This is an optimization exercise on Yosys and OpenROAD, whose aim is small area, not a production implementation.
In this exercise RTL edits were held to simulation tests only and were not proved equivalent to the original.
No activity file was given, so power comes from the tool's default toggle rates.

## pidmc
module pidmc (
    input  wire        clk,
    input  wire        rst,         
    input  wire        start,
    input  wire        tick_fast,
    input  wire        tick_med,
    input  wire        tick_ctrl,
    input  wire        pulse,
    input  wire        ready,
    input  wire [15:0] adc,
    output wire [7:0]  duty,
    output wire        init_done,
    output wire        lcd_rs,
    output wire        lcd_rw,
    output wire        lcd_e,
    output wire [7:0]  lcd_d
);
    localparam [1:0] TS_IDLE = 2'd0, TS_SETUP = 2'd1, TS_EHI = 2'd2, TS_SETTLE = 2'd3;
    localparam [5:0] S_DIV = 6'd0, S_TARGET = 6'd1, S_CSENTER = 6'd2, S_PULSES = 6'd3,
                     S_CSEXIT = 6'd4, S_MEASURE = 6'd5, S_DUTY = 6'd6, S_RETC = 6'd7;
    localparam [2:0] S_SEL = 3'd0, S_HOME = 3'd1, S_HOMEW = 3'd2, S_LINE2 = 3'd3,
                     S_LINE2W = 3'd4, S_CHAR = 3'd5, S_CHARW = 3'd6, S_RETM = 3'd7;
    localparam [1:0] S_TICK = 2'd0, S_CMD = 2'd1, S_CMDW = 2'd2, S_RETF = 2'd3;
    function [6:0] template_char(input [4:0] i);
        case (i)
            5'd0:  template_char = 7'h54;  
            5'd1:  template_char = 7'h41;  
            5'd2:  template_char = 7'h52;  
            5'd3:  template_char = 7'h47;  
            5'd4:  template_char = 7'h45;  
            5'd5:  template_char = 7'h54;  
            5'd6:  template_char = 7'h20;
            5'd7:  template_char = 7'h52;  
            5'd8:  template_char = 7'h50;  
  ...
For scale: about 6400 um^2 of cells after synthesis.
clock: 100.0 ns
lec_check: 0
cap_margin: 20
core_margin: 2
core_utilization: 60
slew_margin: 20
standard.sh (not shown) runs the stock make flow with config.mk's settings and CLKGATE_MAP_FILE= SYNTH_SCRIPT=/design/flow/synth_recipe.tcl, a recipe that flattens the netlist after the stock synthesis.
==> flow/flow/run.sh <==
#!/bin/bash
# Own layout flow:
#  1. the standard synthesis, unchanged;
#  2. an area re-mapping of its combinational logic by ABC (the flip-flops and
#     tie cells stay the same instances, names and cell types), kept only if
#     a formal equivalence check against the standard netlist passes;
#  3. the standard layout, with the smallest buffer on the ports and a
#     clock tree of small clock buffers without dummy loads.
set -euo pipefail
R=orfs/results/sky130hd/pidmc/base
bash standard.sh synth > log_1_standard_synth.log 2>&1
cp $R/1_2_yosys.v std_synth.v
if yosys -s flow/reopt.ys > log_2_reopt_yosys.log 2>&1 && \
   yosys -s flow/eq.ys > log_3_equiv_yosys.log 2>&1; then
  cp reopt.v $R/1_2_yosys.v
  echo "re-mapped netlist used" > reopt_status.txt
else
  echo "re-mapping failed; standard netlist used" > reopt_status.txt
fi
rm -f $R/1_synth.odb $R/1_synth.sdc
export BUFFER_PORTS_ARGS="-buffer_cell sky130_fd_sc_hd__buf_1"
export CTS_ARGS="-sink_clustering_enable -repair_clock_nets -buf_list sky130_fd_sc_hd__clkbuf_4 -dont_use_dummy_load"
bash standard.sh finish > log_4_standard_layout.log 2>&1
==> flow/flow/reopt.ys <==
# Area re-mapping of the standard synthesis netlist: the flip-flops and tie
# cells are kept as they are (same instances, names and cell types); only the
# combinational cells between them are re-optimised by ABC for area.
read_liberty -ignore_miss_func /OpenROAD-flow-scripts/flow/platforms/sky130hd/lib/sky130_fd_sc_hd__tt_025C_1v80.lib
read_verilog std_synth.v
hierarchy -top pidmc
setattr -mod -set blackbox 1 sky130_fd_sc_hd__df* sky130_fd_sc_hd__edf* sky130_fd_sc_hd__sdf* sky130_fd_sc_hd__dl* sky130_fd_sc_hd__conb*
flatten
opt_clean -purge
tee -o reopt_before.txt stat -liberty /OpenROAD-flow-scripts/flow/platforms/sky130hd/lib/sky130_fd_sc_hd__tt_025C_1v80.lib
abc -liberty /OpenROAD-flow-scripts/flow/platforms/sky130hd/lib/sky130_fd_sc_hd__tt_025C_1v80.lib -dont_use sky130_fd_sc_hd__probe_p_8 -dont_use sky130_fd_sc_hd__probec_p_8 -dont_use sky130_fd_sc_hd__lpflow_* -script +strash;dc2;dch,-f;amap;strash;dc2;dch,-f;amap;mfs;strash;dc2;dch,-f;amap
setundef -zero
splitnets
opt_clean -purge
hilomap -singleton -hicell sky130_fd_sc_hd__conb_1 HI -locell sky130_fd_sc_hd__conb_1 LO
opt_clean -purge
check
tee -o reopt_after.txt stat -liberty /OpenROAD-flow-scripts/flow/platforms/sky130hd/lib/sky130_fd_sc_hd__tt_025C_1v80.lib
write_verilog -noattr -noexpr -nohex -nodec reopt.v
Other scripts of this flow, unchanged in this note and not shown: flow/flow/eq.ys
Change:
==> flow/flow/run.sh (replaced) <==
#!/bin/bash
# Own layout flow:
#  1. the standard synthesis, unchanged;
#  2. an area re-mapping of its combinational logic by ABC (the flip-flops and
#     tie cells stay the same instances, names and cell types): several ABC
#     scripts are tried and the smallest netlist is kept, and only if a formal
#     equivalence check against the standard netlist passes;
#  3. the standard layout, with the smallest buffer on the ports and a
#     clock tree of small clock buffers without dummy loads.
set -uo pipefail
R=orfs/results/sky130hd/pidmc/base
bash standard.sh synth > log_1_standard_synth.log 2>&1 || exit 1
cp $R/1_2_yosys.v std_synth.v
I="strash;dc2;dch,-f;amap"
M="strash;dch,-f;map,-a"
SCRIPTS=("$I;$I;$I" "$I;$I;mfs;$I" "$I;$I;$I;$M;mfs;$I" "$I;$I;$I;$I;$I;$I"
         "$M;$I;$M;$I" "strash;dc2;dch,-f;amap,-A,8,-F,4;$I;$I"
         "$I;mfs;$I;mfs;$I;mfs;$I" "strash;ifraig;dc2;dch,-f;amap;$I;$I")
for k in "${!SCRIPTS[@]}"; do
  sed -e "s#@SCRIPT@#${SCRIPTS[$k]}#" -e "s#reopt_after.txt#reopt_after_$k.txt#" \
      -e "s#reopt_before.txt#reopt_before_$k.txt#" -e "s#reopt.v#reopt_$k.v#" \
      flow/reopt.ys > reopt_$k.ys
  yosys -s reopt_$k.ys > log_2_reopt_yosys_$k.log 2>&1 &
done
wait
best=""; besta=""
for k in "${!SCRIPTS[@]}"; do
  a=$(grep "Chip area" reopt_after_$k.txt 2>/dev/null | awk '{print $NF}')
  [ -n "$a" ] || continue
  if [ -z "$besta" ] || awk "BEGIN{exit !($a < $besta)}"; then best=$k; besta=$a; fi
done
echo "best script $best area $besta" > reopt_status.txt
if [ -n "$best" ]; then
  cp reopt_$best.v reopt.v
  if yosys -s flow/eq.ys > log_3_equiv_yosys.log 2>&1; then
    cp reopt.v $R/1_2_yosys.v
    echo "re-mapped netlist used" >> reopt_status.txt
  else
    echo "equivalence failed; standard netlist used" >> reopt_status.txt
  fi
fi
rm -f $R/1_synth.odb $R/1_synth.sdc
export BUFFER_PORTS_ARGS="-buffer_cell sky130_fd_sc_hd__buf_1"
export CTS_ARGS="-sink_clustering_enable -repair_clock_nets -buf_list sky130_fd_sc_hd__clkbuf_4 -dont_use_dummy_load"
bash standard.sh finish > log_4_standard_layout.log 2>&1
--- a/flow/flow/reopt.ys
+++ b/flow/flow/reopt.ys
@@ -10,3 +10,3 @@
 tee -o reopt_before.txt stat -liberty /OpenROAD-flow-scripts/flow/platforms/sky130hd/lib/sky130_fd_sc_hd__tt_025C_1v80.lib
-abc -liberty /OpenROAD-flow-scripts/flow/platforms/sky130hd/lib/sky130_fd_sc_hd__tt_025C_1v80.lib -dont_use sky130_fd_sc_hd__probe_p_8 -dont_use sky130_fd_sc_hd__probec_p_8 -dont_use sky130_fd_sc_hd__lpflow_* -script +strash;dc2;dch,-f;amap;strash;dc2;dch,-f;amap;mfs;strash;dc2;dch,-f;amap
+abc -liberty /OpenROAD-flow-scripts/flow/platforms/sky130hd/lib/sky130_fd_sc_hd__tt_025C_1v80.lib -dont_use sky130_fd_sc_hd__probe_p_8 -dont_use sky130_fd_sc_hd__probec_p_8 -dont_use sky130_fd_sc_hd__lpflow_* -script +@SCRIPT@
 setundef -zero
What happened: Register-to-register slack barely changes. Wire length is unchanged. Final area does not change. Total power is unchanged. Via count stays the same.


v18:
pidmc, a different RTL version from the one above (not shown whole).
For scale: about 710 cells after synthesis, roughly 44 I/O pins, about 5700 µm² of cells after synthesis.
Settings: LEC_CHECK=0, CAP_MARGIN=20, CORE_MARGIN=2, CORE_UTILIZATION=60, SLEW_MARGIN=20; clock period 100.0 ns.
==> flow/flow/run.sh <==
#!/bin/bash
# Own layout flow:
#  1. the standard synthesis, unchanged;
#  2. an area re-mapping of its combinational logic by ABC: the flip-flops
#     and tie cells stay the same instances, names and cell types.  Two
#     chains of rounds are run from the standard netlist and a third from
#     the best netlist of those two; in each round
#     every ABC script of the chain's list is applied to the current
#     netlist and the smallest result becomes the next round's input.  The
#     smallest netlist seen is used, and only if a formal equivalence check
#     against the standard netlist passes;
#  3. the standard layout, with the smallest buffer on the ports and a
#     clock tree of small clock buffers without dummy loads.
set -uo pipefail
R=orfs/results/sky130hd/pidmc/base
bash standard.sh synth > log_1_standard_synth.log 2>&1 || exit 1
cp $R/1_2_yosys.v std_synth.v
mkdir -p reopt
best_area=""
echo "re-mapping rounds" > reopt_status.txt

run_chain() {  # chain name, script list, number of rounds, start netlist
  local chain=$1 list=$2 rounds=$3 start=$4 round k S f a ra rb
  cp $start reopt/cur.v
  for round in $(seq 1 $rounds); do
    k=0
    while read -r S; do
      S=$(printf '%s' "$S" | sed 's/[&#\\]/\\&/g')
      sed -e "s#@SCRIPT@#$S#" -e "s#std_synth.v#reopt/cur.v#" \
          -e "s#reopt_after.txt#reopt/after_${chain}${round}_$k.txt#" \
          -e "s#reopt_before.txt#reopt/before_${chain}${round}_$k.txt#" \
          -e "s#reopt.v#reopt/net_${chain}${round}_$k.v#" flow/reopt.ys > reopt/r_${chain}${round}_$k.ys
      timeout 600 yosys -s reopt/r_${chain}${round}_$k.ys > reopt/log_yosys_${chain}${round}_$k.log 2>&1 &
      k=$((k+1))
      if (( k % 8 == 0 )); then wait; fi
    done < $list
    wait
    rb=""; ra=""
    for f in reopt/after_${chain}${round}_*.txt; do
      a=$(grep "Chip area" $f 2>/dev/null | awk '{print $NF}')
      [ -n "$a" ] || continue
      if [ -z "$ra" ] || awk "BEGIN{exit !($a < $ra)}"; then ra=$a; rb=${f#reopt/after_}; rb=${rb%.txt}; fi
    done
    [ -n "$rb" ] || break
    echo "chain $chain round $round: best $rb area $ra" >> reopt_status.txt
    cp reopt/net_$rb.v reopt/cur.v
    if [ -z "$best_area" ] || awk "BEGIN{exit !($ra < $best_area)}"; then
      best_area=$ra; cp reopt/net_$rb.v reopt.v
    fi
  done
}
run_chain a flow/abc_scripts_a.txt 12 std_synth.v
run_chain b flow/abc_scripts_b.txt 12 std_synth.v
cp reopt.v reopt_ab.v
run_chain c flow/abc_scripts_b.txt 12 reopt_ab.v

echo "best area $best_area" >> reopt_status.txt
if [ -n "$best_area" ] && yosys -s flow/eq.ys > log_3_equiv_yosys.log 2>&1; then
  cp reopt.v $R/1_2_yosys.v
  echo "re-mapped netlist used" >> reopt_status.txt
else
  echo "re-mapping or equivalence failed; standard netlist used" >> reopt_status.txt
fi
rm -f $R/1_synth.odb $R/1_synth.sdc
export BUFFER_PORTS_ARGS="-buffer_cell sky130_fd_sc_hd__buf_1"
export CTS_ARGS="-sink_clustering_enable -repair_clock_nets -buf_list sky130_fd_sc_hd__clkbuf_4 -dont_use_dummy_load"
bash standard.sh finish > log_4_standard_layout.log 2>&1
Other scripts of this flow, unchanged in this note and not shown: flow/flow/abc_scripts_a.txt, flow/flow/abc_scripts_b.txt, flow/flow/eq.ys, flow/flow/reopt.ys
Input-level comparison between v17 and v18:
- CORE_UTILIZATION now 55, was 60
-- flow/flow/run.sh --
<<< v18, line 5
#     and tie cells stay the same instances, names and cell types.  Two
#     chains of rounds are run from the standard netlist and a third from
#     the best netlist of those two; in each round
#     every ABC script of the chain's list is applied to the current
>>> v17, line 5
#     and tie cells stay the same instances, names and cell types.  Two
#     chains of rounds are run from the standard netlist; in each round
#     every ABC script of the chain's list is applied to the current
<<< v18, line 21

run_chain() {  # chain name, script list, number of rounds, start netlist
  local chain=$1 list=$2 rounds=$3 start=$4 round k S f a ra rb
  cp $start reopt/cur.v
  for round in $(seq 1 $rounds); do
>>> v17, line 20

run_chain() {  # chain name, script list, number of rounds
  local chain=$1 list=$2 rounds=$3 round k S f a ra rb
  cp std_synth.v reopt/cur.v
  for round in $(seq 1 $rounds); do
<<< v18, line 51
}
run_chain a flow/abc_scripts_a.txt 12 std_synth.v
run_chain b flow/abc_scripts_b.txt 12 std_synth.v
cp reopt.v reopt_ab.v
run_chain c flow/abc_scripts_b.txt 12 reopt_ab.v

>>> v17, line 50
}
run_chain a flow/abc_scripts_a.txt 12
run_chain b flow/abc_scripts_b.txt 12

==> comparison <==
Sequential cell count: v17 vs v18 identical
Re routed wire length: v18 was lower than v17.
~same final worst-path cycle share in v17 and v18
Looking at filler-free cell count of the finished design across v17 and v18, the one that comes out lower is v18.
Per the comparison of v17 with v18, relative slew slack higher; setup slack after layout up 61 ps; multi-input gate share of the layout cell area fell 0.22 points.
Power density of the placed cells delta (v17 -> v18): insignificant
Between v17 and v18, the total power figures differ only marginally.
Sequential share of layout area on v17 is down relative to v18.
Reported for v17 and v18, post-synthesis average cell area turned out identical to the last digit.

what the ideal ports hide:
No port has a modelled driver above. Below, the same layouts with a new extraction and two added sets of constraints.
Step 1: set_driving_cell puts a clkbuf_16 on clk and a buf_2 on each other input, an assumption about the parent block.
Step 2 also shifts input and output timing later by t, the mid clock arrival at the registers, as if the neighbouring blocks saw the same clock.
Three values: no drivers, after step 1, after step 2; two values: the first two.
| run | shift t [ns] | setup slack, ns | latest minus earliest clock arrival (ns) | worst register clock-pin slew, ns |
|---|---|---|---|---|
| the first run of note 1 | 0.562 | 77.452 / 77.465 / 76.903 | 0.034 / 0.034 | 0.11 / 0.11 |
| the second run of note 1 | 0.562 | 77.452 / 77.465 / 76.903 | 0.034 / 0.034 | 0.11 / 0.11 |
| v18 | 0.536 | 77.766 / 77.778 / 77.243 | 0.037 / 0.037 | 0.11 / 0.11 |
| v17 | 0.568 | 77.826 / 77.838 / 77.271 | 0.047 / 0.047 | 0.11 / 0.11 |
After both steps every run listed still meets setup and hold. For v17, which loses most, drivers alone change the setup slack by +0.012 ns; drivers and shift together by -0.555 ns.
